From an optimization exercise on the open Yosys and OpenROAD flow, aimed at small area, a short achievable clock period and few clock cycles; shortcuts taken in it are not production practice. In this exercise RTL edits were held to simulation tests only and were not proved equivalent to the original.

Setup of the previous run:
## pxcodec
module pxcodec (
    input             clk,
    input             rst,
    input             cmd_valid,
    output            cmd_ready,
    input      [31:0] cmd_word,
    input      [63:0] arg0,
    input      [63:0] arg1,
    input      [63:0] arg2,
    input      [63:0] arg3,
    input      [63:0] arg4,
    input      [63:0] arg5,
    input      [63:0] arg6,
    input      [63:0] arg7,
    output reg        done,
    output      [7:0] status,
    output     [63:0] res0,
    output     [63:0] res1,
    output reg        mem_req,
    output reg        mem_we,
    output reg [21:0] mem_addr,
    output     [31:0] mem_wdata,
    output      [3:0] mem_wstrb,
    input             mem_ready,
    input      [31:0] mem_rdata
);
    function [1:0] m3add;             
        input [1:0] a, b;
        begin
            case ({a, b})
            4'd0: m3add = 2'd0;
            4'd1: m3add = 2'd1;
            4'd2: m3add = 2'd2;
            4'd3: m3add = 2'd0;
            4'd4: m3add = 2'd1;
            4'd5: m3add = 2'd2;
            4'd6: m3add = 2'd0;
            4'd7: m3add = 2'd1;
            4'd8: m3add = 2'd2;
            4'd9: m3add = 2'd0;
            4'd10: m3add = 2'd1;
            4'd11: m3add = 2'd2;
            4'd12: m3add = 2'd0;
            4'd13: m3add = 2'd1;
            4'd14: m3add = 2'd2;
            4'd15: m3add = 2'd0;
            endcase
        end
    endfunction
    function m3zero;                  
        input [31:0] x;
        reg   [1:0] a0, a1, a2, a3, a4, a5, a6, a7, b0, b1, b2, b3, c0, c1;
        begin
            a0 = m3add(x[1:0],   x[3:2]);   a1 = m3add(x[5:4],   x[7:6]);
            a2 = m3add(x[9:8],   x[11:10]); a3 = m3add(x[13:12], x[15:14]);
            a4 = m3add(x[17:16], x[19:18]); a5 = m3add(x[21:20], x[23:22]);
            a6 = m3add(x[25:24], x[27:26]); a7 = m3add(x[29:28], x[31:30]);
            b0 = m3add(a0, a1); b1 = m3add(a2, a3); b2 = m3add(a4, a5); b3 = m3add(a6, a7);
            c0 = m3add(b0, b1); c1 = m3add(b2, b3);
  ...
Settings: LEC_CHECK=0, CAP_MARGIN=20, CORE_MARGIN=2, CORE_UTILIZATION=30, SLEW_MARGIN=20; clock period 16.0 ns.
standard.sh (not shown) runs the stock make flow with config.mk's settings and CLKGATE_MAP_FILE= SYNTH_SCRIPT=/design/flow/synth_recipe.tcl, a recipe that flattens the netlist after the stock synthesis.
==> flow/flow/run.sh <==
#!/bin/bash
# The standard layout (the standard.sh, all steps) with two repair settings changed:
#  - setup repair aims at a 5 ns path (slack 11 ns against the 16 ns clock) instead of
#    stopping once paths fit the clock;
#  - the port buffers (one on every input and output, as in the standard flow) are
#    sky130_fd_sc_hd__buf_1 instead of the resizer's default delay-cell buffer.
# The clock, the constraints and the steps are the standard flow's.
set -euo pipefail
export SETUP_SLACK_MARGIN=11
export BUFFER_PORTS_ARGS="-buffer_cell sky130_fd_sc_hd__buf_1"
bash standard.sh > standard_flow.log 2>&1
The previous run: all stages complete, timing, DRC and antenna checks passed
Testbench counts of the previous run, summed over its fixed seeds: cycles 19,904.
### the previous run -> the current run
--- a/flow/design.v
+++ b/flow/design.v
@@ -107,13 +107,13 @@
     reg [31:2] sp;               
     reg [31:0] w;                
     reg [23:0] h;                
     reg [22:0] r1;               
     reg [33:0] acc;              
     reg        sat;
-    reg        hov;              
+    reg        k_mul;            
     reg [10:0] rtop;             
     reg        rlow;             
     reg        k_over, k_negb, k_negf;    
     reg        first;            
     reg        cact;             
     reg        cfst;             
@@ -208,12 +208,13 @@
                         ({34{in_row}} & {4'd0, sp}) |
                         ({34{in_run}} & ~34'd5);
     wire        alu_c = in_ck & (f_sub | pho[P_B1] | pho[P_B2] | pho[P_NP]);
     wire [33:0] alu_r  = alu_a + alu_b + {33'd0, alu_c};
     wire        r_neg  = alu_r[33];
     wire        r_over = (|alu_r[33:24]) | (alu_r[23] & (|alu_r[22:0]));    
+    wire        hov    = k_mul & (|rtop[10:1]);           
     wire        m_sat  = (mstart ? 1'b0 : (sat | hov)) | (mb & mbig);
     wire        p_flt  = (k_over & ((|rtop[10:1]) | (rtop[0] & rlow))) | (k_negf & rtop[10]);
     wire        p_bad  = k_negb & rtop[10];
     reg  [3:0]  ph_nx;
     reg         ph_end;          
     always @(*) begin
@@ -496,13 +497,13 @@
                 rlow   <= |alu_r[22:0];
                 k_over <= f_chk;
                 k_negb <= (f_sub & !pho[P_CP]) | pho[P_B1] | pho[P_B2];
                 k_negf <= pho[P_CP] | pho[P_NP];
                 if (p_flt) flt <= 1'b1;
                 if (p_bad) bad <= 1'b1;
-                hov <= f_mul & (|alu_r[33:24]);
+                k_mul <= f_mul;
                 if (f_add & !hz) sat <= sat | hov;
                 if (f_mul) begin
                     sat    <= m_sat;
                     mstart <= 1'b0;
                     k      <= kk;
                     mb     <= h[kk];
@@ -564,13 +565,13 @@
                     r1 <= c_words ? 23'd0 : in_h[22:0];
                     mstart <= 1'b1;
                     mb     <= 1'b1;
                     ckon   <= 1'b1;
                     vrd    <= 1'b0;
                     walk   <= 1'b0;
-                    hov    <= 1'b0;
+                    k_mul  <= 1'b0;
                     k_over <= 1'b0;
                     k_negb <= 1'b0;
                     k_negf <= 1'b0;
                     ph     <= c_words ? P_AY : P_B3A;
                     pho    <= c_words ? (16'd1 << P_AY) : (16'd1 << P_B3A);
                     rdy    <= 1'b0;
==> comparison <==
Synthesized cell count (the current run over the previous run): decrease, 2.2%. The final reports for the current run and the previous run show number of multi-input combinational cells in the layout lower in the former. In the reports for the current run and the previous run, the smaller largest stage delay on the critical path belongs to the current run. Summary: post-placement setup slack, the current run worse than the previous run. Delta (the current run minus the previous run): final routed wirelength across all metal layers rose 28000 µm; final standard cell area without fillers went up about 1.3%; buffer levels on the longest clock path ~0 delta; hold slack stayed essentially flat.
Testbench counts of the current run, summed over its fixed seeds: cycles 19,904.

==> static timing again, ports no longer ideal <==
How much do the figures lean on ideal ports? The routed layouts below were timed once more, with nothing changed but the port constraints.
Step 1: set_driving_cell puts a clkbuf_16 on clk and a buf_2 on each other input, an assumption about the parent block.
Step 2 times the ports against the registers' clock, not the clock port: input delays grow and output delays shrink by t, the midpoint of the rising clock arrivals with the driver on.
a / b / c = no drivers / after step 1 / after step 2; a / b = the first two.
| run | t (ns) | slack for setup (ns) | hold slack, ns | worst setup path at the end | pins driven straight from the clock port |
|---|---|---|---|---|---|
| the previous run | 0.774 | 10.787 / 10.787 / 10.311 | 0.457 / 0.457 / 0.457 | input to register | 1 |
| the current run | 0.794 | 10.943 / 10.943 / 10.235 | 0.460 / 0.460 / 0.460 | input to register | 1 |
After both steps every run listed still meets setup and hold. For the current run, which loses most, drivers alone change the setup slack by 0.000 ns; drivers and shift together by -0.708 ns.
